Source: an optimization exercise on an open RTL-to-GDS flow (aim: small area). Production flows keep margins and buffers that such runs may drop.
In this exercise RTL edits were held to simulation tests only and were not proved equivalent to the original.
No activity file was given, so power comes from the tool's default toggle rates.

==> flow/design.v <==
module mhi_ac_codec #(
    parameter        P_CK_ORDER_LE = 0,            
    parameter [23:0] P_DL_HEADER   = 24'h000000    
) (
    input  wire        clk,
    input  wire        rst,
    input  wire        cmd_valid,
    input  wire [63:0] cmd,
    output reg         rsp_valid,
    output wire        rsp_ok,
    output wire [3:0]  rsp_err,
    output reg  [63:0] rsp_data
);
    localparam [3:0] E_OK          = 4'd0;
    localparam [3:0] E_ILLEGAL_OP  = 4'd1;
    localparam [3:0] E_RESERVED    = 4'd2;
    localparam [3:0] E_NO_INSTANCE = 4'd3;
    localparam [3:0] E_BAD_ENUM    = 4'd4;
    localparam [3:0] E_RANGE       = 4'd5;
    localparam [3:0] E_INDEX       = 4'd6;
    localparam [3:0] E_EXISTS      = 4'd7;
    localparam [2:0] K_ZERO   = 3'd0;
    localparam [2:0] K_COMMIT = 3'd1;    
    localparam [2:0] K_DLCK   = 3'd2;    
    localparam [2:0] K_READ   = 3'd3;    
    localparam [2:0] K_STATUS = 3'd4;    
    localparam [2:0] K_ULCK   = 3'd5;    
    localparam [2:0] K_PARAMS = 3'd6;    
    localparam [2:0] K_RESET  = 3'd7;    
    reg         inst, ulv;
    reg         dl_pw, dl_pf, dl_mf, dl_sw, dl_ff, dl_vf, dl_tb;
    reg  [2:0]  dl_mode;
    reg  [1:0]  dl_fan, dl_hv;
    reg  [5:0]  dl_sq;
    reg  [7:0]  dl_rt;
    reg         tx_h;
    reg         tx_pw, tx_pf, tx_mf, tx_sw, tx_ff, tx_vf, tx_tb;
    reg  [2:0]  tx_mode;
    reg  [1:0]  tx_fan, tx_hv;
    reg  [5:0]  tx_sq;
    reg  [7:0]  tx_rt;
    reg  [19:0][7:0] uls;
    reg  [12:0] uls_sum;
    reg         ul_pw, ul_nstale;
    reg  [2:0]  ul_mode, ul_hv;
    reg  [1:0]  ul_fan;
    reg  [6:0]  ul_sp, ul_rt;
    reg  [12:0] ul_ck;
    reg  [15:0] ul_tr;
    reg  [2:0]  rk;
    reg  [11:0] ro;
    reg  [2:0]  rerr;
    wire [7:0]  op      = cmd[7:0];
    wire [7:0]  sel     = cmd[15:8];
    wire [15:0] num     = cmd[31:16];
    wire [7:0]  val     = cmd[23:16];
    wire [5:0]  pres    = cmd[37:32];
    wire [3:0]  power_v = cmd[43:40];
    wire [3:0]  mode_v  = cmd[47:44];
    wire [3:0]  fan_v   = cmd[51:48];
    wire [3:0]  vvane_v = cmd[55:52];
    wire [3:0]  hvane_v = cmd[59:56];
    wire [3:0] olo = op[3:0];
    wire       og0 = (op[7:4] == 4'h0);
    wire       og1 = (op[7:4] == 4'h1);
    wire       og2 = (op[7:4] == 4'h2);
    wire       og3 = (op[7:4] == 4'h3);
    wire       legal = (og0 & (olo <= 4'd2)) | (og1 & (olo <= 4'd9)) |
                       (og2 & (olo <= 4'd3)) | (og3 & (olo <= 4'd2));
    wire       is_par = og1 & (olo == 4'h9);
    wire       is_num = og1 & (olo[3:1] == 3'b001);                
    wire       is_ulw = og2 & (olo == 4'h0);
    wire       is_sel = (og1 & (olo == 4'h0 | olo == 4'h1 | olo == 4'h4 |
                                olo == 4'h5 | olo == 4'h7)) | (og2 & (olo == 4'h3));
    wire       resv = (|cmd[63:60]) | (|cmd[39:38]) |
                      ((|cmd[59:40] | |cmd[37:32]) & ~is_par) |
                      ((|cmd[31:24]) & ~(is_num | is_par)) |
                      ((|cmd[23:16]) & ~(is_num | is_par | is_ulw)) |
                      ((|cmd[15:8]) & ~(is_sel | is_ulw));
    wire        is_rt  = op[0] & op[1];
    wire [15:0] nu     = {~num[15], num[14:0]};    
    wire        sp_in  = (nu[15] & (nu[14] | (nu[13] | (nu[12] | (nu[11] | (nu[10] | (nu[9] & (nu[8] & (nu[7] & (nu[6] & (nu[5] & (nu[4] | (nu[3] & (nu[2] | (nu[1] | (nu[0] | 1'b1))))))))))))))))
                   & (~nu[15] | (~nu[14] & (~nu[13] & (~nu[12] & (~nu[11] | (~nu[10] | (~nu[9] & (~nu[8] & (~nu[7] & (~nu[6] & (~nu[5] & (~nu[4] | (~nu[3] | (~nu[2] | (~nu[1] & (~nu[0] & 1'b1))))))))))))))));
    wire        rt_in  = (nu[15] | (nu[14] & (nu[13] & (nu[12] & (nu[11] & (nu[10] | (nu[9] & (nu[8] | (nu[7] | (nu[6] | (nu[5] | (nu[4] | (nu[3] & (nu[2] | (nu[1] & (nu[0] & 1'b1))))))))))))))))
                   & (~nu[15] | (~nu[14] & (~nu[13] & (~nu[12] | (~nu[11] & (~nu[10] & (~nu[9] | (~nu[8] & (~nu[7] | (~nu[6] | (~nu[5] & (~nu[4] | (~nu[3] | (~nu[2] & (~nu[1] & (~nu[0] | 1'b1))))))))))))))));
    wire [1:0]  rt2    = {is_rt, is_rt};
    wire dva_s0 = num[0] ^ 1'b1;
    wire dva_k0 = num[0] & 1'b1;
    wire dva_s1 = num[1] ^ dva_k0;
    wire dva_k1 = num[1] & dva_k0;
    wire dva_s2 = num[2] ^ 1'b1 ^ rt2[0];
    wire dva_k2 = (num[2] & 1'b1) | (num[2] & rt2[0]) | (1'b1 & rt2[0]);
    wire dva_s3 = dva_k1 ^ dva_s2;
    wire dva_k3 = dva_k1 & dva_s2;
    wire dva_s4 = num[3] ^ rt2[1] ^ dva_k2;
    wire dva_k4 = (num[3] & rt2[1]) | (num[3] & dva_k2) | (rt2[1] & dva_k2);
    wire dva_s5 = dva_k3 ^ dva_s4;
    wire dva_k5 = dva_k3 & dva_s4;
    wire dva_s6 = num[4] ^ 1'b1 ^ dva_k4;
    wire dva_k6 = (num[4] & 1'b1) | (num[4] & dva_k4) | (1'b1 & dva_k4);
    wire dva_s7 = dva_k5 ^ dva_s6;
    wire dva_k7 = dva_k5 & dva_s6;
    wire dva_s8 = num[5] ^ 1'b1 ^ dva_k6;
    wire dva_k8 = (num[5] & 1'b1) | (num[5] & dva_k6) | (1'b1 & dva_k6);
    wire dva_s9 = dva_k7 ^ dva_s8;
    wire dva_k9 = dva_k7 & dva_s8;
    wire dva_s10 = num[6] ^ 1'b1 ^ dva_k8;
    wire dva_k10 = (num[6] & 1'b1) | (num[6] & dva_k8) | (1'b1 & dva_k8);
    wire dva_s11 = dva_k9 ^ dva_s10;
    wire dva_k11 = dva_k9 & dva_s10;
    wire dva_s12 = num[7] ^ 1'b1 ^ dva_k10;
    wire dva_k12 = (num[7] & 1'b1) | (num[7] & dva_k10) | (1'b1 & dva_k10);
    wire dva_s13 = dva_k11 ^ dva_s12;
    wire dva_k13 = dva_k11 & dva_s12;
    wire dva_s14 = num[8] ^ 1'b1 ^ dva_k12;
    wire dva_k14 = (num[8] & 1'b1) | (num[8] & dva_k12) | (1'b1 & dva_k12);
    wire dva_s15 = dva_k13 ^ dva_s14;
    wire dva_k15 = dva_k13 & dva_s14;
    wire dva_s16 = num[9] ^ dva_k14 ^ dva_k15;
    wire dva_k16 = (num[9] & dva_k14) | (num[9] & dva_k15) | (dva_k14 & dva_k15);
    wire dva_s17 = num[10] ^ 1'b1 ^ dva_k16;
    wire dva_k17 = (num[10] & 1'b1) | (num[10] & dva_k16) | (1'b1 & dva_k16);
    wire dva_s18 = num[11] ^ dva_k17;
    wire dva_k18 = num[11] & dva_k17;
    wire dva_s19 = num[12] ^ dva_k18;
    wire dva_k19 = num[12] & dva_k18;
    wire [12:0] ty = {dva_s19, dva_s18, dva_s17, dva_s16, dva_s15, dva_s13, dva_s11, dva_s9, dva_s7, dva_s5, dva_s3, dva_s1, dva_s0};
    wire [7:0]  td     = ty / 13'd25;
    wire [5:0]  sq_new = td[6:1] - 6'd30;
    reg  [3:0] err_n;
    reg  [2:0] rk_n;
    reg  [5:0] okb;
    reg        do_create, do_destroy, do_write, do_commit, do_snap;
    reg        w_pw, w_mode, w_sp, w_rt, w_fan, w_turbo, w_vf, w_sw, w_hv;
    reg        v_pw;
    reg  [2:0] v_mode;
    reg  [1:0] v_fan, v_hv;
    always @(*) begin
        err_n = E_OK;
        rk_n  = K_ZERO;
        okb   = 6'd0;
        do_create = 1'b0; do_destroy = 1'b0; do_write = 1'b0;
        do_commit = 1'b0; do_snap = 1'b0;
        w_pw = 1'b0; w_mode = 1'b0; w_sp = 1'b0; w_rt = 1'b0; w_fan = 1'b0;
        w_turbo = 1'b0; w_vf = 1'b0; w_sw = 1'b0; w_hv = 1'b0;
        v_pw   = sel[0];
        v_mode = sel[2:0];
        v_fan  = sel[1:0];
        v_hv   = sel[1:0];
        if (!legal) begin
            err_n = E_ILLEGAL_OP;
        end else if (resv) begin
            err_n = E_RESERVED;
        end else if (op != 8'h00 && op != 8'h01 && !inst) begin
            err_n = E_NO_INSTANCE;
        end else begin
            case (op)
                8'h01: if (inst) err_n = E_EXISTS; else do_create = 1'b1;
                8'h02: do_destroy = 1'b1;
                8'h10: if (sel > 8'd1) err_n = E_BAD_ENUM; else w_pw = 1'b1;
                8'h11: if (sel > 8'd4) err_n = E_BAD_ENUM; else w_mode = 1'b1;
                8'h12: if (!sp_in) err_n = E_RANGE; else w_sp = 1'b1;
                8'h13: if (!rt_in) err_n = E_RANGE; else w_rt = 1'b1;
                8'h14: begin
                    if (sel > 8'd3)       err_n = E_BAD_ENUM;
                    else if (sel == 8'd3) w_turbo = 1'b1;
                    else                  w_fan = 1'b1;
                end
                8'h15: if (sel > 8'd6) err_n = E_BAD_ENUM; else w_vf = 1'b1;
                8'h16, 8'h18: w_sw = 1'b1;
                8'h17: begin
                    if (sel > 8'd3) err_n = E_BAD_ENUM;
                    else begin w_hv = 1'b1; w_vf = 1'b1; end
                end
                8'h19: begin
                    rk_n   = K_PARAMS;
                    v_pw   = power_v[0];
                    v_mode = mode_v[2:0];
                    v_fan  = fan_v[1:0];
                    v_hv   = hvane_v[1:0];
                    if (pres[0]) begin
                        if (power_v <= 4'd1) begin w_pw = 1'b1; okb[0] = 1'b1; end
                        else if (err_n == E_OK) err_n = E_BAD_ENUM;
                    end
                    if (pres[1]) begin
                        if (mode_v <= 4'd4) begin w_mode = 1'b1; okb[1] = 1'b1; end
                        else if (err_n == E_OK) err_n = E_BAD_ENUM;
                    end
                    if (pres[2]) begin
                        if (sp_in) begin w_sp = 1'b1; okb[2] = 1'b1; end
                        else if (err_n == E_OK) err_n = E_RANGE;
                    end
                    if (pres[3]) begin
                        if (fan_v <= 4'd3) begin
                            if (fan_v == 4'd3) w_turbo = 1'b1;
                            else               w_fan = 1'b1;
                            okb[3] = 1'b1;
                        end else if (err_n == E_OK) err_n = E_BAD_ENUM;
                    end
                    if (pres[4]) begin
                        if (vvane_v <= 4'd7) begin
                            if (vvane_v == 4'd7) w_sw = 1'b1;
                            else                 w_vf = 1'b1;
                            okb[4] = 1'b1;
                        end else if (err_n == E_OK) err_n = E_BAD_ENUM;
                    end
                    if (pres[5]) begin
                        if (hvane_v <= 4'd4) begin
                            if (hvane_v == 4'd4) w_sw = 1'b1;
                            else begin w_hv = 1'b1; w_vf = 1'b1; end
                            okb[5] = 1'b1;
                        end else if (err_n == E_OK) err_n = E_BAD_ENUM;
                    end
                end
                8'h20: if (sel > 8'd19) err_n = E_INDEX; else do_write = 1'b1;
                8'h21: begin do_commit = 1'b1; rk_n = K_COMMIT; end
                8'h22: begin do_snap = 1'b1; rk_n = K_DLCK; end
                8'h23: if (sel > 8'd19) err_n = E_INDEX; else rk_n = K_READ;
                8'h30: rk_n = K_STATUS;
                8'h31: rk_n = K_DLCK;
                8'h32: rk_n = K_ULCK;
                default: ;
            endcase
        end
        if (err_n != E_OK && rk_n != K_PARAMS) rk_n = K_ZERO;
    end
    wire [19:0] sel_hot;
    wire acc = cmd_valid & ~rst;
    wire clr = rst | (cmd_valid & (do_create | do_destroy));
    always @(posedge clk) begin
        if (rst) begin
            rsp_valid <= 1'b0;
            rerr      <= 3'd0;
            rk        <= K_RESET;
            ro        <= 12'd0;
        end else if (cmd_valid) begin
            rsp_valid <= 1'b1;
            rerr      <= err_n[2:0];
            rk        <= rk_n;
            ro        <= (rk_n == K_PARAMS) ? {pres, okb} :
                         {2'd0, sel_hot[19:18], sel_hot[9], sel_hot[6:0]};
        end else begin
            rsp_valid <= 1'b0;
        end
    end
    always @(posedge clk) begin
        if (rst) inst <= 1'b0;
        else if (cmd_valid & do_create) inst <= 1'b1;
        else if (cmd_valid & do_destroy) inst <= 1'b0;
    end
    always @(posedge clk) begin
        if (clr) begin
            dl_pw <= 1'b0; dl_pf <= 1'b0; dl_mf <= 1'b0; dl_sw <= 1'b0;
            dl_ff <= 1'b0; dl_vf <= 1'b0; dl_tb <= 1'b0;
            dl_mode <= 3'd0; dl_fan <= 2'd0; dl_hv <= 2'd0;
            dl_sq <= 6'd0; dl_rt <= 8'd0;
        end else if (acc) begin
            if (w_pw)    begin dl_pw <= v_pw; dl_pf <= 1'b1; end
            if (w_mode)  begin dl_mode <= v_mode; dl_mf <= 1'b1; end
            if (w_sp)    dl_sq <= sq_new;
            if (w_rt)    dl_rt <= td;
            if (w_fan)   begin dl_fan <= v_fan; dl_ff <= 1'b1; end
            if (w_turbo) dl_tb <= 1'b1;
            if (w_vf)    dl_vf <= 1'b1;
            if (w_sw)    dl_sw <= 1'b1;
            if (w_hv)    dl_hv <= v_hv;
        end
    end
    always @(posedge clk) begin
        if (clr) begin
            tx_h <= 1'b0;
            tx_pw <= 1'b0; tx_pf <= 1'b0; tx_mf <= 1'b0; tx_sw <= 1'b0;
            tx_ff <= 1'b0; tx_vf <= 1'b0; tx_tb <= 1'b0;
            tx_mode <= 3'd0; tx_fan <= 2'd0; tx_hv <= 2'd0;
            tx_sq <= 6'd0; tx_rt <= 8'd0;
        end else if (acc & do_snap) begin
            tx_h <= 1'b1;
            tx_pw <= dl_pw; tx_pf <= dl_pf; tx_mf <= dl_mf; tx_sw <= dl_sw;
            tx_ff <= dl_ff; tx_vf <= dl_vf; tx_tb <= dl_tb;
            tx_mode <= dl_mode; tx_fan <= dl_fan; tx_hv <= dl_hv;
            tx_sq <= dl_sq; tx_rt <= dl_rt;
        end
    end
    wire [7:0] uls_wv = clr ? 8'd0 : val;
    reg  [7:0]  uls_old;
    genvar g;
    generate
        for (g = 0; g < 20; g = g + 1) begin : g_uls
            assign sel_hot[g] = (sel[4:0] == g);
            wire we = clr | (acc & do_write & sel_hot[g]);
            always @(posedge clk)
                if (we) uls[g] <= uls_wv;
        end
    endgenerate
    integer j;
    always @(*) begin
        uls_old = 8'd0;
        for (j = 0; j < 18; j = j + 1)
            uls_old = uls_old | (uls[j] & {8{sel_hot[j]}});
    end
    wire us_s0 = uls_sum[0] ^ val[0] ^ ~uls_old[0];
    wire us_k0 = (uls_sum[0] & val[0]) | (uls_sum[0] & ~uls_old[0]) | (val[0] & ~uls_old[0]);
    wire us_s1 = 1'b1 ^ us_s0;
    wire us_k1 = 1'b1 & us_s0;
    wire us_s2 = uls_sum[1] ^ val[1] ^ ~uls_old[1];
    wire us_k2 = (uls_sum[1] & val[1]) | (uls_sum[1] & ~uls_old[1]) | (val[1] & ~uls_old[1]);
    wire us_s3 = us_k0 ^ us_k1 ^ us_s2;
    wire us_k3 = (us_k0 & us_k1) | (us_k0 & us_s2) | (us_k1 & us_s2);
    wire us_s4 = uls_sum[2] ^ val[2] ^ ~uls_old[2];
    wire us_k4 = (uls_sum[2] & val[2]) | (uls_sum[2] & ~uls_old[2]) | (val[2] & ~uls_old[2]);
    wire us_s5 = us_k2 ^ us_k3 ^ us_s4;
    wire us_k5 = (us_k2 & us_k3) | (us_k2 & us_s4) | (us_k3 & us_s4);
    wire us_s6 = uls_sum[3] ^ val[3] ^ ~uls_old[3];
    wire us_k6 = (uls_sum[3] & val[3]) | (uls_sum[3] & ~uls_old[3]) | (val[3] & ~uls_old[3]);
    wire us_s7 = us_k4 ^ us_k5 ^ us_s6;
    wire us_k7 = (us_k4 & us_k5) | (us_k4 & us_s6) | (us_k5 & us_s6);
    wire us_s8 = uls_sum[4] ^ val[4] ^ ~uls_old[4];
    wire us_k8 = (uls_sum[4] & val[4]) | (uls_sum[4] & ~uls_old[4]) | (val[4] & ~uls_old[4]);
    wire us_s9 = us_k6 ^ us_k7 ^ us_s8;
    wire us_k9 = (us_k6 & us_k7) | (us_k6 & us_s8) | (us_k7 & us_s8);
    wire us_s10 = uls_sum[5] ^ val[5] ^ ~uls_old[5];
    wire us_k10 = (uls_sum[5] & val[5]) | (uls_sum[5] & ~uls_old[5]) | (val[5] & ~uls_old[5]);
    wire us_s11 = us_k8 ^ us_k9 ^ us_s10;
    wire us_k11 = (us_k8 & us_k9) | (us_k8 & us_s10) | (us_k9 & us_s10);
    wire us_s12 = uls_sum[6] ^ val[6] ^ ~uls_old[6];
    wire us_k12 = (uls_sum[6] & val[6]) | (uls_sum[6] & ~uls_old[6]) | (val[6] & ~uls_old[6]);
    wire us_s13 = us_k10 ^ us_k11 ^ us_s12;
    wire us_k13 = (us_k10 & us_k11) | (us_k10 & us_s12) | (us_k11 & us_s12);
    wire us_s14 = uls_sum[7] ^ val[7] ^ ~uls_old[7];
    wire us_k14 = (uls_sum[7] & val[7]) | (uls_sum[7] & ~uls_old[7]) | (val[7] & ~uls_old[7]);
    wire us_s15 = us_k12 ^ us_k13 ^ us_s14;
    wire us_k15 = (us_k12 & us_k13) | (us_k12 & us_s14) | (us_k13 & us_s14);
    wire us_s16 = uls_sum[8] ^ 1'b1 ^ us_k14;
    wire us_k16 = (uls_sum[8] & 1'b1) | (uls_sum[8] & us_k14) | (1'b1 & us_k14);
    wire us_s17 = us_k15 ^ us_s16;
    wire us_k17 = us_k15 & us_s16;
    wire us_s18 = uls_sum[9] ^ 1'b1 ^ us_k16;
    wire us_k18 = (uls_sum[9] & 1'b1) | (uls_sum[9] & us_k16) | (1'b1 & us_k16);
    wire us_s19 = us_k17 ^ us_s18;
    wire us_k19 = us_k17 & us_s18;
    wire us_s20 = uls_sum[10] ^ 1'b1 ^ us_k18;
    wire us_k20 = (uls_sum[10] & 1'b1) | (uls_sum[10] & us_k18) | (1'b1 & us_k18);
    wire us_s21 = us_k19 ^ us_s20;
    wire us_k21 = us_k19 & us_s20;
    wire us_s22 = uls_sum[11] ^ 1'b1 ^ us_k20;
    wire us_k22 = (uls_sum[11] & 1'b1) | (uls_sum[11] & us_k20) | (1'b1 & us_k20);
    wire us_s23 = us_k21 ^ us_s22;
    wire us_k23 = us_k21 & us_s22;
    wire us_s24 = uls_sum[12] ^ 1'b1 ^ us_k22;
    wire us_k24 = (uls_sum[12] & 1'b1) | (uls_sum[12] & us_k22) | (1'b1 & us_k22);
    wire us_s25 = us_k23 ^ us_s24;
    wire us_k25 = us_k23 & us_s24;
    wire [12:0] uls_sum_n = {us_s25, us_s23, us_s21, us_s19, us_s17, us_s15, us_s13, us_s11, us_s9, us_s7, us_s5, us_s3, us_s1};
    always @(posedge clk) begin
        if (clr) uls_sum <= 13'd0;
        else if (acc & do_write & ~sel_hot[18] & ~sel_hot[19])
            uls_sum <= uls_sum_n;
    end
    wire [7:0] s0 = uls[3];
    wire [7:0] s1 = uls[4];
    wire [7:0] s2 = uls[5];
    wire [7:0] s3 = uls[6];
    wire [7:0] s6 = uls[9];
    always @(posedge clk) begin
        if (clr) begin
            ulv <= 1'b0;
            ul_pw <= 1'b0; ul_nstale <= 1'b0;
            ul_mode <= 3'd0; ul_hv <= 3'd0; ul_fan <= 2'd0;
            ul_sp <= 7'd0; ul_rt <= 7'd0;
            ul_ck <= 13'd0; ul_tr <= 16'd0;
        end else if (acc & do_commit) begin
            ulv       <= 1'b1;
            ul_pw     <= s0[0];
            ul_nstale <= s0[7] | s1[7];
            ul_mode   <= (s0[4:2] <= 3'd4) ? s0[4:2] : 3'd0;
            ul_fan    <= s6[6] ? 2'd3 : ((s1[1:0] == 2'd3) ? 2'd1 : s1[1:0]);
            ul_hv     <= s0[6] ? 3'd4 : {1'b0, s1[5:4]};
            ul_sp     <= {s2[7], s2[5:0]};
            ul_rt     <= s3[6:0];
            ul_ck     <= uls_sum;
            ul_tr     <= P_CK_ORDER_LE ? {uls[19], uls[18]} : {uls[18], uls[19]};
        end
    end
    assign rsp_err = {1'b0, rerr};
    assign rsp_ok  = (rerr == 3'd0) & (rk != K_RESET);
    wire        ck_ok_ul = ({3'd0, ul_ck} == ul_tr);
    wire        use_tx = (rk == K_READ);
    wire        c_pw   = use_tx ? tx_pw   : dl_pw;
    wire        c_pf   = use_tx ? tx_pf   : dl_pf;
    wire        c_mf   = use_tx ? tx_mf   : dl_mf;
    wire        c_sw   = use_tx ? tx_sw   : dl_sw;
    wire        c_ff   = use_tx ? tx_ff   : dl_ff;
    wire        c_vf   = use_tx ? tx_vf   : dl_vf;
    wire        c_tb   = use_tx ? tx_tb   : dl_tb;
    wire [2:0]  c_mode = use_tx ? tx_mode : dl_mode;
    wire [1:0]  c_fan  = use_tx ? tx_fan  : dl_fan;
    wire [1:0]  c_hv   = use_tx ? tx_hv   : dl_hv;
    wire [5:0]  c_sq   = use_tx ? tx_sq   : dl_sq;
    wire [7:0]  c_rt   = use_tx ? tx_rt   : dl_rt;
    wire        c_inst = use_tx ? tx_h : inst;
    wire [7:0]  c_d0 = {c_sw, c_sw, c_mf, c_mode, c_pf, c_pw};
    wire [7:0]  c_d1 = {c_vf, 1'b0, c_hv, c_ff, 1'b0, c_fan};
    wire [7:0]  c_d2 = {|c_sq, 1'b0, c_sq};
    wire [7:0]  c_d6 = {3'd0, c_tb, 4'd0};
    wire [10:0] ck_hdr = c_inst ? (P_DL_HEADER[23:16] + P_DL_HEADER[15:8] + P_DL_HEADER[7:0]) : 11'd0;
    wire        c_w = |c_sq;
    wire ck_s0 = c_pw ^ c_fan[0] ^ c_sq[0];
    wire ck_k0 = (c_pw & c_fan[0]) | (c_pw & c_sq[0]) | (c_fan[0] & c_sq[0]);
    wire ck_s1 = c_rt[0] ^ ck_s0;
    wire ck_k1 = c_rt[0] & ck_s0;
    wire ck_s2 = c_pf ^ c_fan[1] ^ c_sq[1];
    wire ck_k2 = (c_pf & c_fan[1]) | (c_pf & c_sq[1]) | (c_fan[1] & c_sq[1]);
    wire ck_s3 = c_rt[1] ^ ck_k0 ^ ck_k1;
    wire ck_k3 = (c_rt[1] & ck_k0) | (c_rt[1] & ck_k1) | (ck_k0 & ck_k1);
    wire ck_s4 = ck_s2 ^ ck_s3;
    wire ck_k4 = ck_s2 & ck_s3;
    wire ck_s5 = c_mode[0] ^ c_sq[2] ^ c_rt[2];
    wire ck_k5 = (c_mode[0] & c_sq[2]) | (c_mode[0] & c_rt[2]) | (c_sq[2] & c_rt[2]);
    wire ck_s6 = ck_k2 ^ ck_k3 ^ ck_k4;
    wire ck_k6 = (ck_k2 & ck_k3) | (ck_k2 & ck_k4) | (ck_k3 & ck_k4);
    wire ck_s7 = ck_s5 ^ ck_s6;
    wire ck_k7 = ck_s5 & ck_s6;
    wire ck_s8 = c_mode[1] ^ c_ff ^ c_sq[3];
    wire ck_k8 = (c_mode[1] & c_ff) | (c_mode[1] & c_sq[3]) | (c_ff & c_sq[3]);
    wire ck_s9 = c_rt[3] ^ ck_k5 ^ ck_k6;
    wire ck_k9 = (c_rt[3] & ck_k5) | (c_rt[3] & ck_k6) | (ck_k5 & ck_k6);
    wire ck_s10 = ck_k7 ^ ck_s8 ^ ck_s9;
    wire ck_k10 = (ck_k7 & ck_s8) | (ck_k7 & ck_s9) | (ck_s8 & ck_s9);
    wire ck_s11 = c_mode[2] ^ c_hv[0] ^ c_sq[4];
    wire ck_k11 = (c_mode[2] & c_hv[0]) | (c_mode[2] & c_sq[4]) | (c_hv[0] & c_sq[4]);
    wire ck_s12 = c_rt[4] ^ c_tb ^ ck_k8;
    wire ck_k12 = (c_rt[4] & c_tb) | (c_rt[4] & ck_k8) | (c_tb & ck_k8);
    wire ck_s13 = ck_k9 ^ ck_k10 ^ ck_s11;
    wire ck_k13 = (ck_k9 & ck_k10) | (ck_k9 & ck_s11) | (ck_k10 & ck_s11);
    wire ck_s14 = ck_s12 ^ ck_s13;
    wire ck_k14 = ck_s12 & ck_s13;
    wire ck_s15 = c_mf ^ c_hv[1] ^ c_sq[5];
    wire ck_k15 = (c_mf & c_hv[1]) | (c_mf & c_sq[5]) | (c_hv[1] & c_sq[5]);
    wire ck_s16 = c_rt[5] ^ ck_k11 ^ ck_k12;
    wire ck_k16 = (c_rt[5] & ck_k11) | (c_rt[5] & ck_k12) | (ck_k11 & ck_k12);
    wire ck_s17 = ck_k13 ^ ck_k14 ^ ck_s15;
    wire ck_k17 = (ck_k13 & ck_k14) | (ck_k13 & ck_s15) | (ck_k14 & ck_s15);
    wire ck_s18 = ck_s16 ^ ck_s17;
    wire ck_k18 = ck_s16 & ck_s17;
    wire ck_s19 = c_sw ^ c_rt[6] ^ ck_k15;
    wire ck_k19 = (c_sw & c_rt[6]) | (c_sw & ck_k15) | (c_rt[6] & ck_k15);
    wire ck_s20 = ck_k16 ^ ck_k17 ^ ck_k18;
    wire ck_k20 = (ck_k16 & ck_k17) | (ck_k16 & ck_k18) | (ck_k17 & ck_k18);
    wire ck_s21 = ck_s19 ^ ck_s20;
    wire ck_k21 = ck_s19 & ck_s20;
    wire ck_s22 = c_sw ^ c_vf ^ c_w;
    wire ck_k22 = (c_sw & c_vf) | (c_sw & c_w) | (c_vf & c_w);
    wire ck_s23 = c_rt[7] ^ ck_k19 ^ ck_k20;
    wire ck_k23 = (c_rt[7] & ck_k19) | (c_rt[7] & ck_k20) | (ck_k19 & ck_k20);
    wire ck_s24 = ck_k21 ^ ck_s22 ^ ck_s23;
    wire ck_k24 = (ck_k21 & ck_s22) | (ck_k21 & ck_s23) | (ck_s22 & ck_s23);
    wire ck_s25 = ck_k22 ^ ck_k23 ^ ck_k24;
    wire ck_k25 = (ck_k22 & ck_k23) | (ck_k22 & ck_k24) | (ck_k23 & ck_k24);
    wire [9:0] ck_base = {ck_k25, ck_s25, ck_s24, ck_s21, ck_s18, ck_s14, ck_s10, ck_s7, ck_s4, ck_s1};
    wire [10:0] ck = {1'b0, ck_base} + ck_hdr;
    wire [15:0] ck16 = {5'd0, ck};
    wire [7:0]  hdr0 = tx_h ? P_DL_HEADER[23:16] : 8'd0;
    wire [7:0]  hdr1 = tx_h ? P_DL_HEADER[15:8]  : 8'd0;
    wire [7:0]  hdr2 = tx_h ? P_DL_HEADER[7:0]   : 8'd0;
    wire [7:0]  txb = ({8{ro[0]}} & hdr0) | ({8{ro[1]}} & hdr1) | ({8{ro[2]}} & hdr2) |
                      ({8{ro[3]}} & {tx_sw, tx_sw, tx_mf, tx_mode, tx_pf, tx_pw}) |
                      ({8{ro[4]}} & {tx_vf, 1'b0, tx_hv, tx_ff, 1'b0, tx_fan}) |
                      ({8{ro[5]}} & {|tx_sq, 1'b0, tx_sq}) |
                      ({8{ro[6]}} & tx_rt) |
                      ({8{ro[7]}} & {3'd0, tx_tb, 4'd0}) |
                      ({8{ro[8]}} & (P_CK_ORDER_LE ? ck16[7:0] : ck16[15:8])) |
                      ({8{ro[9]}} & (P_CK_ORDER_LE ? ck16[15:8] : ck16[7:0]));
    wire [7:0] dec_rt = {1'b0, ul_rt} - 8'd61;
    wire [63:0] status_word = {
        24'd0, ulv, 4'd0, 1'b1, ck_ok_ul, ~ul_nstale,
        dec_rt, ul_sp[6], 1'b0, ul_sp[5:0],
        1'b0, ul_hv, 4'd0, 1'b0, ul_fan, ul_mode, ul_pw, ul_pw
    };
    always @(*) begin
        case (rk)
            K_COMMIT: rsp_data = {63'd0, ck_ok_ul};
            K_DLCK:   rsp_data = {48'd0, ck16};
            K_READ:   rsp_data = {56'd0, txb};
            K_STATUS: rsp_data = status_word;
            K_ULCK:   rsp_data = {31'd0, ck_ok_ul, ul_tr, 3'd0, ul_ck};
            K_PARAMS: rsp_data = {50'd0, ro[11:6], 2'b00, ro[5:0]};
            default:  rsp_data = 64'd0;
        endcase
    end
endmodule
==> flow/flow/run.sh <==
#!/bin/bash
# Own layout flow: the standard layout (standard.sh), with
#  - an area-oriented ABC script for the combinational logic (synth.tcl
#    swaps it in for the -script that synth.tcl passes to abc; registers,
#    names and everything else are the standard synthesis's),
#  - port buffers of the smallest buffer cell,
#  - a clock tree of fewer, larger clusters without dummy loads.
# Each tool's output goes to logs under orfs/logs/ (ORFS) and the make log here.
set -euo pipefail
W=$(cd "$(dirname "${BASH_SOURCE[0]}")/.." && pwd)
export OWN_ABC_SCRIPT="$W/flow/abc_area.script"
export OWN_WORK="$W"
export BUFFER_PORTS_ARGS="-buffer_cell sky130_fd_sc_hd__buf_1"
# clock tree: clkbuf_8 buffers over clusters of at most 16 registers, no dummy loads
export CTS_ARGS="-sink_clustering_enable -repair_clock_nets -dont_use_dummy_load -sink_clustering_size 16 -sink_clustering_max_diameter 60 -buf_list sky130_fd_sc_hd__clkbuf_8"
bash "$W/standard.sh" SYNTH_SCRIPT="$W/flow/synth.tcl" finish > "$W/flow_make.log" 2>&1
==> flow/flow/abc_area.script <==
strash
&get -n
&deepsyn -T 30
&dch -f
&nf -a -R 1000
&put
mfs3 -a
topo
dnsize -c
==> flow/flow/synth.tcl <==
# The standard synthesis (synth_recipe.tcl), with abc given this flow's
# area script in place of ORFS's.
proc abc {args} {
  set i [lsearch -exact $args -script]
  if {$i >= 0} { lset args [expr {$i + 1}] $::env(OWN_ABC_SCRIPT) }
  yosys abc {*}$args
}
source [file join $::env(OWN_WORK) synth_recipe.tcl]
==> flow/standard.sh <==
#!/bin/bash
# synth_recipe.tcl (not shown) runs the flow's synth.tcl, then flattens the netlist and writes it again
# the make line also repeats each setting of config.mk as NAME=value (left out here)
make -C /OpenROAD-flow-scripts/flow DESIGN_CONFIG=/design/flow/config.mk WORK_HOME=/design/flow/orfs CLKGATE_MAP_FILE= SYNTH_SCRIPT=/design/flow/synth_recipe.tcl "${@:-finish}"
==> flow/config.mk <==
export PLATFORM = sky130hd
export DESIGN_NAME = mhi_ac_codec
export DESIGN_NICKNAME = mhi_ac_codec
export VERILOG_FILES = /design/flow/design.v
export SDC_FILE = /design/flow/constraint.sdc
export NUM_CORES = 4
export LEC_CHECK = 0
export ABC_AREA = 1
export CAP_MARGIN = 20
export CORE_MARGIN = 2
export CORE_UTILIZATION = 75
export SLEW_MARGIN = 20
==> flow/constraint.sdc <==
create_clock -name core_clock -period 20.0 [get_ports {clk}]
set_input_delay 4.0000 -clock core_clock [delete_from_list [all_inputs] [get_ports {clk}]]
set_output_delay 4.0000 -clock core_clock [all_outputs]
set_load 0.01 [all_outputs]
==> summary.txt, run 1 <==
- Vias in the first global route: 11.5k
- Post-synth top flop: edfxtp_1
- Crit path required time: 20.54 ns
- GR Overflow Total: 0
- First-pass GRT wire length: 64900 µm
- Vias/cell: 7.16
- Worst hold slack: 0.470 ns
- Share of the synthesized area in the top cell type: 0.335
- Skew-Pair Late Insertion Delay: 0.60 ns
- CTS Hold Buffers Added: 0
- Final Core Density: 0.835
- YS warnings: 1
- Fin crit period: 15.28 ns
- Setup Skew: 0.0540 ns
- Gate Count Post-Synth: 1290
- Most numerous cell in the Yosys netlist: edfxtp_1
- Synth area leader: edfxtp_1
- Slowest CP cell: o311ai_0
- Routed len/inst: 25.3 µm
- Initial antenna violation count: 0
- Starting Density: 0.766
- CTS Buffer Depth: 3
- Die Width: 142 µm
- Clock sink count: 303
- Pins Over Slew Limit: 0
- WS Path Type: input pin to flop
- Synth cell types: 57
- Setup TNS: 0 ns
- # Post-CTS Setup Buffers: 0
- IO Port Bufs: 106
- HPWL Detailed: 30900 µm
- CP endpoint kind: flop
- Die Height: 142 µm
- CP arrival: 15.82 ns
- Fin crit share: 0.764
- Largest net degree at the start of global routing: 54
- Hold WC Path Type: flop to flop
- Nets: 1598
- Layout area overhead: 9.06%
- Async SR Flop Fraction: 0
- Antenna viol nets, final: 0
- First DRT Iteration DRCs: 2263
- RSZ-0062 raised after global routing: false
- DR vias: 12.1k
- Synth Cell Area: 0.0143 mm²
- TritonRoute pass-1 iters: 9
- Yosys reg bits: 303
- Clock root cell: clkbuf_8
- Post-synthesis sequential area ratio: 0.535
- Status: complete, no violations
- Slew @ Worst Pin: 1.15 ns
- I/O pin cnt: 137
- Post-synth EDFFs: 160
- FMAX: 65.4 MHz
- RePlAce Congestion: 1.01
- CTS Buf Count: 25
- Synth top cells by count: 160 x edfxtp_1, 143 x dfxtp_1, 124 x nand2_1, 123 x nor2_1, 99 x clkinv_1
- Pwr/cell area: 85.2 mW/mm²
- H-Tree Depth: 1
- Clk slew on worst S/H paths: 0.09 ns
- Max transition margin: 0.233
- Layout cells sized above 1: 0.0501
- DP Cell Count: 1664
- TritonCTS clock tree: done
- DRT Wirelength: 42800 µm
- CTS resizes: 0
- Crit path launch type: input pin
- Top cells by area, synth: edfxtp_1 34%, dfxtp_1 20%, a22o_1 5.9%
- CP max FO: 11
- Crit-path max cell delay: 0.72 ns
- Max-Cap Viols: 0
- Core footprint: 0.0187 mm²
- Crit path top cell by count: ha_1
- Die footprint: 0.0202 mm²
- Total track usage: 0.424
- P_leak: 5.63 nW
- Drc violations: 0
- Setup violations, final: 0
- Largest vdd supply drop: 192 µV
- Synth Area per Inst: 11.1 µm²
- Fin cells: 1692
- Final Hold Viols: 0
- Row cnt: 50
## cells in the final DEF (no fill, tap or decap), drive strengths merged, types with 7 or more instances in the layout
| master | instances |
|---|---|
| conb | 30 |
| o21a | 7 |
| xor2 | 7 |
| a211oi | 7 |
| fa | 36 |
| nor3 | 18 |
| clkbuf | 25 |
| buf | 143 |
| a22oi | 28 |
| xnor2 | 19 |
| nor2 | 123 |
| nand3 | 24 |
| or2 | 7 |
| a21oi | 48 |
| nand4 | 18 |
| mux2 | 11 |
| mux2i | 14 |
| dfxtp | 143 |
| nor2b | 11 |
| clkinv | 99 |
| a22o | 96 |
| edfxtp | 160 |
| nor4 | 10 |
| ha | 36 |
| nand2 | 124 |
| and2 | 7 |
| o21ai | 61 |
| o31ai | 20 |
| a222oi | 47 |
## final timing paths
kind	endpoint	depth (start not counted)	slack (ns)	from
worst min-delay path	ulv	2	0.47	ulv
worst max register to register	uls_sum[12]	20	13.86	uls[26]
worst max-delay path	dl_rt[0]	52	4.72	cmd[1]
worst min register to register	ulv	2	0.47	ulv
## layer usage
| metal | part of all wire | track usage |
|---|---|---|
| met5 | 0 | 0 |
| met4 | 0.043 | 0.148 |
| met3 | 0.16 | 0.121 |
| met2 | 0.44 | 0.653 |
| met1 | 0.35 | 0.583 |
## power by group
group / leakage [nW] / internal [mW] / switching (mW)
clock: 0.180 / 0.112 / 0.189
combinational: 2.75 / 0.116 / 0.218
sequential: 2.69 / 0.684 / 0.0128
## registers in the layout (all words and copies together) (netlist names), 3 cells and up
name,cells
ul_ck,13
dl_mode,3
ul_hv,3
ul_tr,16
rk,3
ro,12
ul_mode,3
tx_mode,3
uls,160
ul_rt,7
uls_sum,13
ul_sp,7
dl_sq,6
tx_sq,6
rerr,3
dl_rt,8
tx_rt,8
## layout make-up
cell class                 count  area [µm²]
tap                          234         293
fill                        1054        3080
clock buffer                  25         344
timing repair buffer         143         699
antenna                        1        2.50
multi-input combinational    887        6250
sequential                   303        7670
inverter                      99         372
## kinds of logic after synthesis
group / Yosys count / share of synthesized area
and+or+nand+nor: 367 / 0.115
AOI/OAI and AO/OA: 366 / 0.191
DFF: 303 / 0.535
buffers and inverters: 129 / 0.0417
adders and majority gates: 73 / 0.0824
xor gates and xnor gates: 26 / 0.0159
muxes: 25 / 0.0184
other: 1 / 0.000262
## metrics by stage
step                worst slack, ns  cell area [µm²]  total power, mW
CTS                            4.98            15600             1.32
finish                         4.72            15600             1.33
global route                   3.76            15600             1.38
detailed placement             4.40            15200             1.03
global placement               5.05            15200             1.01
floorplan                      6.22            14400            0.939
## critical path: cells and delay by family
family                     cells  cell delay [ns]
and+or+nand+nor               19             4.40
AOI/OAI and AO/OA             11             2.88
adders and majority gates     11             2.60
xor gates and xnor gates       5             1.09
buffers and inverters          6             0.82
==> run 2, diff against run 1 <==
==> flow/flow/abc_area.script (replaced) <==
strash
&get -n
&deepsyn -T 30
&dch -f
&nf -a -R 1000
&put
topo
dnsize -c
--- a/flow/config.mk
+++ b/flow/config.mk
@@ -8,5 +8,5 @@
 export ABC_AREA = 1
 export CAP_MARGIN = 20
 export CORE_MARGIN = 2
-export CORE_UTILIZATION = 75
+export CORE_UTILIZATION = 65
 export SLEW_MARGIN = 20
==> summary.txt, run 2 <==
- Status: complete, no violations
- R2R Setup Slk: 13.86 ns
- WL met2: 18100 µm
- Vias in the first global route: 11.0k
- DR vias: 11.6k
- CP endpoint kind: flop
- IO Port Bufs: 106
- Most frequent cells in the layout: 160 x edfxtp_1, 143 x dfxtp_1, 122 x nand2_1
- Clock sink count: 303
- DP Cell Count: 1708
- Yosys reg bits: 303
- Post-synthesis sequential area ratio: 0.534
- TritonRoute pass-1 iters: 7
- # Post-CTS Setup Buffers: 0
- Crit path launch type: input pin
- CP max FO: 11
- Flop pwr share: 0.518
- Synth Area per Inst: 11.1 µm²
- Clk slew on worst S/H paths: 0.10 ns
- Worst hold slack: 0.465 ns
- Post-synth top flop: edfxtp_1
- Tot Pwr: 1.34 mW
- Die Height: 153 µm
- Hold WC Path Type: flop to flop
- WS Path Type: input pin to flop
- Fin cells: 1736
- Gate Count Post-Synth: 1294
- Share of the synthesized area in the top cell type: 0.335
- YS warnings: 1
- Final Core Density: 0.722
- FMAX: 65.4 MHz
- Max-Cap Viols: 0
- RePlAce Congestion: 0.985
- GR Overflow Total: 0
- Setup TNS: 0 ns
- Slowest CP cell: a21boi_0
- Crit path top cell by count: ha_1
- Total track usage: 0.354
- Skew-Pair Late Insertion Delay: 0.58 ns
- Post-synth EDFFs: 160
- Fin crit share: 0.765
- Initial antenna violation count: 0
- Routed len/inst: 24.1 µm
- Synth Cell Area: 0.0144 mm²
- Largest Register: uls
- WP buf/inv: 7
- P_int: 0.921 mW
- Top cells by area, synth: edfxtp_1 33%, dfxtp_1 20%, a22o_1 5.9%
- Antenna viol nets, final: 0
- Largest vdd supply drop: 213 µV
- Starting Density: 0.660
- Final Hold Viols: 0
- WL met1: 17500 µm
- WL met3: 5240 µm
- CTS resizes: 0
- Pins Over Slew Limit: 0
- Setup Skew: 0.0523 ns
- Switching part of the total: 0.314
- Core footprint: 0.0218 mm²
- ANT cells: 0
- P_leak: 5.62 nW
- Layout area overhead: 9.32%
- Synth top cells by count: 160 x edfxtp_1, 143 x dfxtp_1, 123 x nor2_1, 122 x nand2_1, 100 x clkinv_1
- First DRT Iteration DRCs: 1634
- Gate power share: 0.261
- Crit-path max cell delay: 0.62 ns
- Max transition margin: 0.285
- Async SR Flop Fraction: 0
- Commonest non-fill, non-tap cell in the layout: edfxtp_1
- Synth area leader: edfxtp_1
- Die Width: 153 µm
- Clock group share of total power: 0.221
- Uppermost layer routed: met4
- Drc violations: 0
- Vias/cell: 6.66
- Largest register FFs: 160
- HPWL Detailed: 30800 µm
- Slew @ Worst Pin: 1.07 ns
- Setup violations, final: 0
- RSZ-0062 raised after global routing: false
- Fin crit period: 15.29 ns
- Switching power: 0.423 mW
- Nets: 1597
- I/O pin cnt: 137
- TritonCTS clock tree: done
- First-pass GRT wire length: 63800 µm
- Synth cell types: 58
- Crit path required time: 20.46 ns
- DRT Wirelength: 41900 µm
- Row cnt: 54
- H-Tree Depth: 1
- CTS Buf Count: 25
- CTS Hold Buffers Added: 0
- Clock root cell: clkbuf_8
- Die footprint: 0.0233 mm²
- Layout cells sized above 1: 0.0508
- Regs by FF count: uls (160), ul_tr (16)
- Largest net degree at the start of global routing: 54
- CP arrival: 15.75 ns
- FILL cells: 1620
- CTS Buffer Depth: 3
- Top Family by Delay on Critical Path: simple AND/OR/NAND/NOR gates
- Most numerous cell in the Yosys netlist: edfxtp_1
- Pwr/cell area: 85.6 mW/mm²
-- run 2: changes by cell type after synthesis, sizes merged, moves of 2 or more --
cell / before / now
and3: 2 / 4
and2: 7 / 9
xor2: 7 / 9
or3: 5 / 8
nand2: 124 / 122
nor3: 18 / 20
o21ai: 61 / 59
nand3b: 4 / 2
nor2b: 11 / 7
-- run 2: worst register-to-register path: stages (launching register included) --
cell and delay, ns:
edfxtp_1 0.46, a222oi_1 0.69, nand4_1 0.19, nor2_1 0.15, nand3_1 0.15, fa_1 0.49
fa_1 0.40, fa_1 0.44, fa_1 0.51, fa_1 0.45, fa_1 0.44, fa_1 0.46
clkinv_1 0.07, ha_1 0.16, ha_1 0.17, ha_1 0.17, ha_1 0.16, xnor2_1 0.17
nor2_1 0.09, o21ai_0 0.16, a21oi_1 0.05
-- run 2: cells by family after synthesis --
group | count (synthesis) | share of synthesized area
AND/OR/NAND/NOR | 370 | 0.116
AO/OA/AOI/OAI | 363 | 0.190
flip-flops | 303 | 0.534
buffers and inverters | 130 | 0.0418
adder cells (fa/ha/maj) | 73 | 0.0822
XOR/XNOR | 29 | 0.0177
multiplexers | 25 | 0.0184
other | 1 | 0.000261
-- run 2: path summary, 6_finish.rpt --
| kind | start | end | cells after the start |
|---|---|---|---|
| hold reg to reg | uls_sum[12] | uls_sum[12] | 1 |
| hold / removal | uls_sum[12] | uls_sum[12] | 1 |
| setup / recovery | cmd[1] | dl_rt[0] | 53 |
| setup reg to reg | uls[26] | uls_sum[12] | 20 |
-- run 2: per-layer routing --
| layer | vias up | global-route usage |
|---|---|---|
| met2 | 736 | 0.530 |
| li1 | 5166 | - |
| met4 | 0 | 0.0970 |
| met5 | - | 0 |
| met1 | 5562 | 0.521 |
| met3 | 96 | 0.0885 |
-- run 2: power groups by stage --
stage / clock network (mW) / logic [mW] / registers [mW]
detailed placement: 0 / 0.339 / 0.709
finish: 0.297 / 0.351 / 0.696
floorplan: 0 / 0.255 / 0.704
global placement: 0 / 0.328 / 0.708
global route: 0.319 / 0.391 / 0.698
CTS: 0.299 / 0.342 / 0.695
-- run 2: per-stage QoR --
step	worst slack [ns]	instance area [µm²]
6_report	4.71	15700
2_1_floorplan	6.17	14500
3_3_place_gp	4.90	15300
4_1_cts	4.82	15600
5_1_grt	3.67	15700
3_5_place_dp	4.29	15300
-- run 2: layout make-up --
type | count | area [µm²] | share of cell area
Sequential cell | 303 | 7670 | 0.488
Multi-Input combinational cell | 890 | 6300 | 0.401
Inverter | 100 | 375 | 0.0239
Timing Repair Buffer | 138 | 666 | 0.0424
Tap cell | 280 | 350 | 0.0223
Clock buffer | 25 | 344 | 0.0219
==> run 3, diff against run 2 <==
--- a/flow/config.mk
+++ b/flow/config.mk
@@ -6,7 +6,7 @@
 export NUM_CORES = 4
 export LEC_CHECK = 0
 export ABC_AREA = 1
-export CAP_MARGIN = 20
+export CAP_MARGIN = 5
 export CORE_MARGIN = 2
 export CORE_UTILIZATION = 65
-export SLEW_MARGIN = 20
+export SLEW_MARGIN = 5
==> summary.txt, run 3 <==
- Most frequent cells in the layout: 160 x edfxtp_1, 143 x dfxtp_1, 122 x nand2_1
- Dpl ws: 4.29 ns
- CTS Buffer Depth: 3
- Core footprint: 0.0218 mm²
- Hold WC Path Type: flop to flop
- First-pass GRT wire length: 63800 µm
- Post-route cell area: 0.0156 mm²
- Slowest CP cell: o311ai_0
- Top cells by area, synth: edfxtp_1 33%, dfxtp_1 20%, a22o_1 5.9%
- Die footprint: 0.0233 mm²
- Vias in the first global route: 11.0k
- Largest Register: uls
- Synth Area per Inst: 11.1 µm²
- Gate Count Post-Synth: 1294
- Final Hold Viols: 0
- Fin crit period: 15.29 ns
- Total track usage: 0.354
- TritonCTS clock tree: done
- Fin crit share: 0.765
- I/O pin cnt: 137
- Yosys reg bits: 303
- TritonRoute pass-1 iters: 9
- Nets: 1594
- WS Path Type: input pin to flop
- Routed len/inst: 24.1 µm
- CP arrival: 15.75 ns
- Reg2reg path depth: 20
- Die Width: 153 µm
- Antenna viol nets, final: 0
- Crit path launch type: input pin
- Drc violations: 0
- Largest vdd supply drop: 214 µV
- Pwr/cell area: 85.9 mW/mm²
- Layout area overhead: 8.85%
- Most numerous cell in the Yosys netlist: edfxtp_1
- Clock root cell: clkbuf_8
- DRT Wirelength: 41800 µm
- Crit path required time: 20.45 ns
- Largest net degree at the start of global routing: 54
- P_leak: 5.59 nW
- Hold Crit Depth: 1
- CP max FO: 11
- FMAX: 65.4 MHz
- IO Port Bufs: 106
- Layout cells sized above 1: 0.0489
- Clock sink count: 303
- Worst hold slack: 0.467 ns
- Setup Skew: 0.0523 ns
- Synth top cells by count: 160 x edfxtp_1, 143 x dfxtp_1, 123 x nor2_1, 122 x nand2_1, 100 x clkinv_1
- # Post-CTS Setup Buffers: 0
- Crit-path max cell delay: 0.72 ns
- Share of the synthesized area in the top cell type: 0.335
- Largest register FFs: 160
- Post-synth top flop: edfxtp_1
- Crit path top cell by count: ha_1
- Setup TNS: 0 ns
- Synth Cell Area: 0.0144 mm²
- RSZ-0062 raised after global routing: false
- Regs by FF count: uls (160), ul_tr (16)
- H-Tree Depth: 1
- Synth cell types: 58
- Die Height: 153 µm
- Tot Pwr: 1.34 mW
- Status: complete, no violations
- CTS Hold Buffers Added: 0
- Async SR Flop Fraction: 0
- GR Overflow Total: 0
- HPWL Detailed: 30800 µm
- Row cnt: 54
- DR vias: 11.6k
- Final worst slack: 4.71 ns
- DP Area: 0.0153 mm²
- First DRT Iteration DRCs: 1563
- Slew @ Worst Pin: 1.21 ns
- Clk slew on worst S/H paths: 0.10 ns
- Commonest non-fill, non-tap cell in the layout: edfxtp_1
- Max-Cap Viols: 0
- Post-synth EDFFs: 160
- Max transition margin: 0.189
- Post-synthesis sequential area ratio: 0.534
- Setup violations, final: 0
- YS warnings: 1
- Vias/cell: 6.69
- Skew-Pair Late Insertion Delay: 0.57 ns
- Pins Over Slew Limit: 0
- Synth area leader: edfxtp_1
- CTS Buf Count: 25
- Initial antenna violation count: 0
- CTS resizes: 0
- CP endpoint kind: flop
- ANT cells: 0
- Starting Density: 0.660
- RePlAce Congestion: 0.985
[run 3: cell counts after synthesis]
No cell type changed its count.
[run 3: final timing paths]
check	startpoint	to	slack, ns
setup / recovery	cmd[1]	dl_rt[0]	4.71
hold / removal	uls_sum[12]	uls_sum[12]	0.47
hold reg to reg	uls_sum[12]	uls_sum[12]	0.47
setup reg to reg	uls[26]	uls_sum[12]	13.89
[run 3: metal layers]
metal	GRT usage	routed length [µm]	up-vias
met1	0.521	17100	5537
met4	0.0970	1180	0
met2	0.530	17900	799
met5	0	0	-
met3	0.0885	5620	91
li1	-	-	5165
[run 3: final cells by class]
type                       count  area [µm²]
multi-input combinational    890        6280
inverter                     100         375
timing repair buffer         135         616
clock buffer                  25         344
sequential                   303        7670
fill                        1629        6120
tap                          280         350
[run 3: power by group]
group	total, mW	switching (mW)	leakage [nW]	internal, mW
Sequential	0.696	0.0118	2.69	0.684
Clock	0.298	0.186	0.180	0.112
Combinational	0.350	0.225	2.72	0.125
Total	1.34	0.423	5.59	0.920
[run 3: worst max-delay path, delay by kind of cell]
kind                       cells  cell delay [ns]
and+or+nand+nor               17             4.41
xor gates and xnor gates       6             1.24
adders and majority gates     12             2.91
AOI/OAI and AO/OA              8             2.28
buffers and inverters          7             0.90
[run 3: per-stage QoR]
stage,std cells,util
floorplan,1323,-
global placement,1708,0.703
detailed placement,1708,0.703
CTS,1733,0.719
global route,1733,0.719
finish,1733,0.719
[run 3: logic make-up after synthesis]
logic type | count (synthesis) | synth area share
other | 1 | 0.000261
multiplexers | 25 | 0.0184
flip-flops | 303 | 0.534
AND/OR/NAND/NOR | 370 | 0.116
adder cells (fa/ha/maj) | 73 | 0.0822
buffers and inverters | 130 | 0.0418
XOR/XNOR | 29 | 0.0177
AO/OA/AOI/OAI | 363 | 0.190
==> run 4, diff against run 3 <==
--- a/flow/design.v
+++ b/flow/design.v
@@ -83,50 +83,36 @@
                    & (~nu[15] | (~nu[14] & (~nu[13] & (~nu[12] & (~nu[11] | (~nu[10] | (~nu[9] & (~nu[8] & (~nu[7] & (~nu[6] & (~nu[5] & (~nu[4] | (~nu[3] | (~nu[2] | (~nu[1] & (~nu[0] & 1'b1))))))))))))))));
     wire        rt_in  = (nu[15] | (nu[14] & (nu[13] & (nu[12] & (nu[11] & (nu[10] | (nu[9] & (nu[8] | (nu[7] | (nu[6] | (nu[5] | (nu[4] | (nu[3] & (nu[2] | (nu[1] & (nu[0] & 1'b1))))))))))))))))
                    & (~nu[15] | (~nu[14] & (~nu[13] & (~nu[12] | (~nu[11] & (~nu[10] & (~nu[9] | (~nu[8] & (~nu[7] | (~nu[6] | (~nu[5] & (~nu[4] | (~nu[3] | (~nu[2] & (~nu[1] & (~nu[0] | 1'b1))))))))))))))));
-    wire [1:0]  rt2    = {is_rt, is_rt};
-    wire dva_s0 = num[0] ^ 1'b1;
-    wire dva_k0 = num[0] & 1'b1;
-    wire dva_s1 = num[1] ^ dva_k0;
-    wire dva_k1 = num[1] & dva_k0;
-    wire dva_s2 = num[2] ^ 1'b1 ^ rt2[0];
-    wire dva_k2 = (num[2] & 1'b1) | (num[2] & rt2[0]) | (1'b1 & rt2[0]);
-    wire dva_s3 = dva_k1 ^ dva_s2;
-    wire dva_k3 = dva_k1 & dva_s2;
-    wire dva_s4 = num[3] ^ rt2[1] ^ dva_k2;
-    wire dva_k4 = (num[3] & rt2[1]) | (num[3] & dva_k2) | (rt2[1] & dva_k2);
-    wire dva_s5 = dva_k3 ^ dva_s4;
-    wire dva_k5 = dva_k3 & dva_s4;
-    wire dva_s6 = num[4] ^ 1'b1 ^ dva_k4;
-    wire dva_k6 = (num[4] & 1'b1) | (num[4] & dva_k4) | (1'b1 & dva_k4);
-    wire dva_s7 = dva_k5 ^ dva_s6;
-    wire dva_k7 = dva_k5 & dva_s6;
-    wire dva_s8 = num[5] ^ 1'b1 ^ dva_k6;
-    wire dva_k8 = (num[5] & 1'b1) | (num[5] & dva_k6) | (1'b1 & dva_k6);
-    wire dva_s9 = dva_k7 ^ dva_s8;
-    wire dva_k9 = dva_k7 & dva_s8;
-    wire dva_s10 = num[6] ^ 1'b1 ^ dva_k8;
-    wire dva_k10 = (num[6] & 1'b1) | (num[6] & dva_k8) | (1'b1 & dva_k8);
-    wire dva_s11 = dva_k9 ^ dva_s10;
-    wire dva_k11 = dva_k9 & dva_s10;
-    wire dva_s12 = num[7] ^ 1'b1 ^ dva_k10;
-    wire dva_k12 = (num[7] & 1'b1) | (num[7] & dva_k10) | (1'b1 & dva_k10);
-    wire dva_s13 = dva_k11 ^ dva_s12;
-    wire dva_k13 = dva_k11 & dva_s12;
-    wire dva_s14 = num[8] ^ 1'b1 ^ dva_k12;
-    wire dva_k14 = (num[8] & 1'b1) | (num[8] & dva_k12) | (1'b1 & dva_k12);
-    wire dva_s15 = dva_k13 ^ dva_s14;
-    wire dva_k15 = dva_k13 & dva_s14;
-    wire dva_s16 = num[9] ^ dva_k14 ^ dva_k15;
-    wire dva_k16 = (num[9] & dva_k14) | (num[9] & dva_k15) | (dva_k14 & dva_k15);
-    wire dva_s17 = num[10] ^ 1'b1 ^ dva_k16;
-    wire dva_k17 = (num[10] & 1'b1) | (num[10] & dva_k16) | (1'b1 & dva_k16);
-    wire dva_s18 = num[11] ^ dva_k17;
-    wire dva_k18 = num[11] & dva_k17;
-    wire dva_s19 = num[12] ^ dva_k18;
-    wire dva_k19 = num[12] & dva_k18;
-    wire [12:0] ty = {dva_s19, dva_s18, dva_s17, dva_s16, dva_s15, dva_s13, dva_s11, dva_s9, dva_s7, dva_s5, dva_s3, dva_s1, dva_s0};
+    wire [12:0] toff   = is_rt ? 13'd1537 : 13'd25;
+    wire dva_s0 = num[0] ^ toff[0];
+    wire dva_k0 = num[0] & toff[0];
+    wire dva_s1 = num[1] ^ toff[1] ^ dva_k0;
+    wire dva_k1 = (num[1] & toff[1]) | (num[1] & dva_k0) | (toff[1] & dva_k0);
+    wire dva_s2 = num[2] ^ toff[2] ^ dva_k1;
+    wire dva_k2 = (num[2] & toff[2]) | (num[2] & dva_k1) | (toff[2] & dva_k1);
+    wire dva_s3 = num[3] ^ toff[3] ^ dva_k2;
+    wire dva_k3 = (num[3] & toff[3]) | (num[3] & dva_k2) | (toff[3] & dva_k2);
+    wire dva_s4 = num[4] ^ toff[4] ^ dva_k3;
+    wire dva_k4 = (num[4] & toff[4]) | (num[4] & dva_k3) | (toff[4] & dva_k3);
+    wire dva_s5 = num[5] ^ toff[5] ^ dva_k4;
+    wire dva_k5 = (num[5] & toff[5]) | (num[5] & dva_k4) | (toff[5] & dva_k4);
+    wire dva_s6 = num[6] ^ toff[6] ^ dva_k5;
+    wire dva_k6 = (num[6] & toff[6]) | (num[6] & dva_k5) | (toff[6] & dva_k5);
+    wire dva_s7 = num[7] ^ toff[7] ^ dva_k6;
+    wire dva_k7 = (num[7] & toff[7]) | (num[7] & dva_k6) | (toff[7] & dva_k6);
+    wire dva_s8 = num[8] ^ toff[8] ^ dva_k7;
+    wire dva_k8 = (num[8] & toff[8]) | (num[8] & dva_k7) | (toff[8] & dva_k7);
+    wire dva_s9 = num[9] ^ toff[9] ^ dva_k8;
+    wire dva_k9 = (num[9] & toff[9]) | (num[9] & dva_k8) | (toff[9] & dva_k8);
+    wire dva_s10 = num[10] ^ toff[10] ^ dva_k9;
+    wire dva_k10 = (num[10] & toff[10]) | (num[10] & dva_k9) | (toff[10] & dva_k9);
+    wire dva_s11 = num[11] ^ toff[11] ^ dva_k10;
+    wire dva_k11 = (num[11] & toff[11]) | (num[11] & dva_k10) | (toff[11] & dva_k10);
+    wire dva_s12 = num[12] ^ toff[12] ^ dva_k11;
+    wire dva_k12 = (num[12] & toff[12]) | (num[12] & dva_k11) | (toff[12] & dva_k11);
+    wire [12:0] ty = {dva_s12, dva_s11, dva_s10, dva_s9, dva_s8, dva_s7, dva_s6, dva_s5, dva_s4, dva_s3, dva_s2, dva_s1, dva_s0};
     wire [7:0]  td     = ty / 13'd25;
-    wire [5:0]  sq_new = td[6:1] - 6'd30;
+    wire [5:0]  sq_new = td[6:1];
     reg  [3:0] err_n;
     reg  [2:0] rk_n;
     reg  [5:0] okb;
==> summary.txt, run 4 <==
- Synth Area per Inst: 11.1 µm²
- Hold path startpoint: ul_hv[2]
- Post-synth top flop: edfxtp_1
- Vias in the first global route: 10.2k
- P_int: 0.930 mW
- FMAX: 70.2 MHz
- H-Tree Depth: 1
- Worst r2r src: uls[81]
- CP arrival: 14.73 ns
- Largest vdd supply drop: 82.5 µV
- Most frequent cells in the layout: 160 x edfxtp_1, 143 x dfxtp_1, 128 x nand2_1
- Gate Count Post-Synth: 1280
- Die Width: 152 µm
- Row cnt: 54
- Crit. Startpoint: cmd[0]
- YS warnings: 1
- Async SR Flop Fraction: 0
- Antenna viol nets, final: 0
- Clock root cell: clkbuf_8
- CTS Buffer Depth: 3
- Setup TNS: 0 ns
- IO Port Bufs: 106
- WS Path Type: input pin to flop
- Die footprint: 0.0230 mm²
- Max transition margin: 0.143
- Max-Cap Viols: 0
- DRT Wirelength: 41300 µm
- I/O pin cnt: 137
- Slew @ Worst Pin: 1.28 ns
- Clock sink count: 303
- GR Overflow Total: 0
- Synth cell types: 59
- Slowest CP cell: fa_1
- Status: complete, no violations
- Crit path required time: 20.49 ns
- Fin crit period: 14.24 ns
- Setup Skew: 0.0599 ns
- Yosys reg bits: 303
- Crit-path max cell delay: 0.48 ns
- Starting Density: 0.657
- Setup violations, final: 0
- Largest net degree at the start of global routing: 54
- Final Hold Viols: 0
- Post-synth EDFFs: 160
- Skew-Pair Late Insertion Delay: 0.58 ns
- First-pass GRT wire length: 60800 µm
- Clock group share of total power: 0.229
- Synth Cell Area: 0.0142 mm²
- CTS resizes: 0
- P_leak: 5.58 nW
- First DRT Iteration DRCs: 1515
- Hold WC Path Type: flop to flop
- Post-synthesis sequential area ratio: 0.540
- CTS Buf Count: 27
- Clk slew on worst S/H paths: 0.10 ns
- Die Height: 152 µm
- Crit path launch type: input pin
- RePlAce Congestion: 0.971
- # Post-CTS Setup Buffers: 0
- Synth top cells by count: 160 x edfxtp_1, 143 x dfxtp_1, 128 x nand2_1, 118 x nor2_1, 92 x clkinv_1
- Gate power share: 0.260
- Worst hold slack: 0.450 ns
- RSZ-0062 raised after global routing: false
- Pwr/cell area: 88.0 mW/mm²
- Layout cells sized above 1: 0.0514
- CTS Hold Buffers Added: 0
- Vias/cell: 6.61
- ANT cells: 0
- Fin crit share: 0.712
- Layout area overhead: 9.19%
- Switching part of the total: 0.318
- Core footprint: 0.0216 mm²
- Switching power: 0.434 mW
- Most numerous cell in the Yosys netlist: edfxtp_1
- DR vias: 11.4k
- Routed len/inst: 24.0 µm
- TritonRoute pass-1 iters: 6
- Largest register FFs: 160
- Regs by FF count: uls (160), ul_tr (16)
- HPWL Detailed: 30100 µm
- Initial antenna violation count: 0
- Crit path top cell by count: nor2_1
- Top cells by area, synth: edfxtp_1 34%, dfxtp_1 20%, fa_1 5.5%
- Nets: 1575
- CP endpoint kind: flop
- Total track usage: 0.358
- TritonCTS clock tree: done
- Pins Over Slew Limit: 0
- Largest Register: uls
- Drc violations: 0
- Commonest non-fill, non-tap cell in the layout: edfxtp_1
- Flop pwr share: 0.511
- Share of the synthesized area in the top cell type: 0.338
- CP max FO: 11
- Synth area leader: edfxtp_1
## run 4: cell types whose count changed after synthesis, sizes merged, moves of 5 or more
cell and delta:
ha -9, nand2 +6, o21ai +16, nand3 +8, a22o -13, a222oi -5, xnor2 -10, nand4 -5
nor2 -5, clkinv -8
## run 4: logic make-up after synthesis
kind of cell | count (synthesis) | synth area share
other cells | 1 | 0.000264
mux | 25 | 0.0186
fa+ha+maj | 66 | 0.0788
compound gates | 358 | 0.185
simple gates | 383 | 0.123
flops | 303 | 0.540
xor+xnor | 22 | 0.0136
buf+inv | 122 | 0.0402
## run 4: power groups by stage
stage	clock (mW)	sequential [mW]	combinational [mW]
after global placement	0	0.709	0.332
after global routing	0.333	0.698	0.393
after detailed placement	0	0.710	0.345
after CTS	0.314	0.695	0.348
final	0.312	0.696	0.355
after floorplan	0	0.705	0.270
## run 4: final timing paths
kind / to / slack [ns] / cells after the start
setup / recovery: dl_rt[0] / 5.76 / 54
hold / removal: ul_hv[2] / 0.45 / 2
setup reg to reg: uls_sum[12] / 13.98 / 23
hold reg to reg: ul_hv[2] / 0.45 / 2
## run 4: critical path: cells and delay by family
family,cells,cell delay (ns)
compound gates,6,1.17
xor+xnor,3,0.89
fa+ha+maj,10,2.59
buf+inv,7,0.82
simple gates,28,5.25
## run 4: routing by layer
layer | routed length [µm] | global-route usage | up-vias
met4 | 1120 | 0.0991 | 0
met3 | 5360 | 0.0596 | 89
li1 | - | - | 5106
met1 | 16600 | 0.535 | 5434
met2 | 18200 | 0.546 | 746
met5 | 0 | 0 | -
## run 4: cell type report
cell class	instances	area [µm²]
well taps	280	350
clock buffers	27	372
fillers	1658	6120
flip-flops and latches	303	7670
repair buffers	134	608
inverters	92	345
multi-input cells	884	6160
## run 4: metrics by stage
stage	util	cells	cell area, µm²	power [mW]	setup slack [ns]
global placement	0.700	1693	15100	1.04	5.83
floorplan	-	1309	14300	0.975	6.80
global route	0.717	1720	15500	1.42	4.91
CTS	0.717	1720	15500	1.36	5.84
finish	0.717	1720	15500	1.36	5.76
detailed placement	0.700	1693	15100	1.05	5.28

[what the ideal ports hide]
Ports are ideal in the flow. The routed layouts listed here were re-timed in OpenROAD. Step 1: set_driving_cell puts a clkbuf_16 on clk and a buf_2 on each other input, an assumption about the parent block. Step 2 also shifts input and output timing later by t, the mid clock arrival at the registers, as if the neighbouring blocks saw the same clock. Slacks: ideal ports / drivers / drivers and shift; pairs: ideal ports / drivers.
| run | t (ns) | slack for setup (ns) | hold slack, ns | pins driven straight from the clock port |
|---|---|---|---|---|
| run 1 | 0.613 | 4.718 / 4.705 / 4.092 | 0.470 / 0.470 / 0.470 | 1 |
| run 2 | 0.597 | 4.707 / 4.710 / 4.113 | 0.465 / 0.465 / 0.465 | 1 |
| run 3 | 0.591 | 4.709 / 4.708 / 4.116 | 0.467 / 0.467 / 0.467 | 1 |
| run 4 | 0.612 | 5.761 / 5.787 / 5.175 | 0.450 / 0.450 / 0.450 | 1 |
After both steps every run listed still meets setup and hold. For run 1, which loses most, drivers alone change the setup slack by -0.013 ns; drivers and shift together by -0.626 ns.
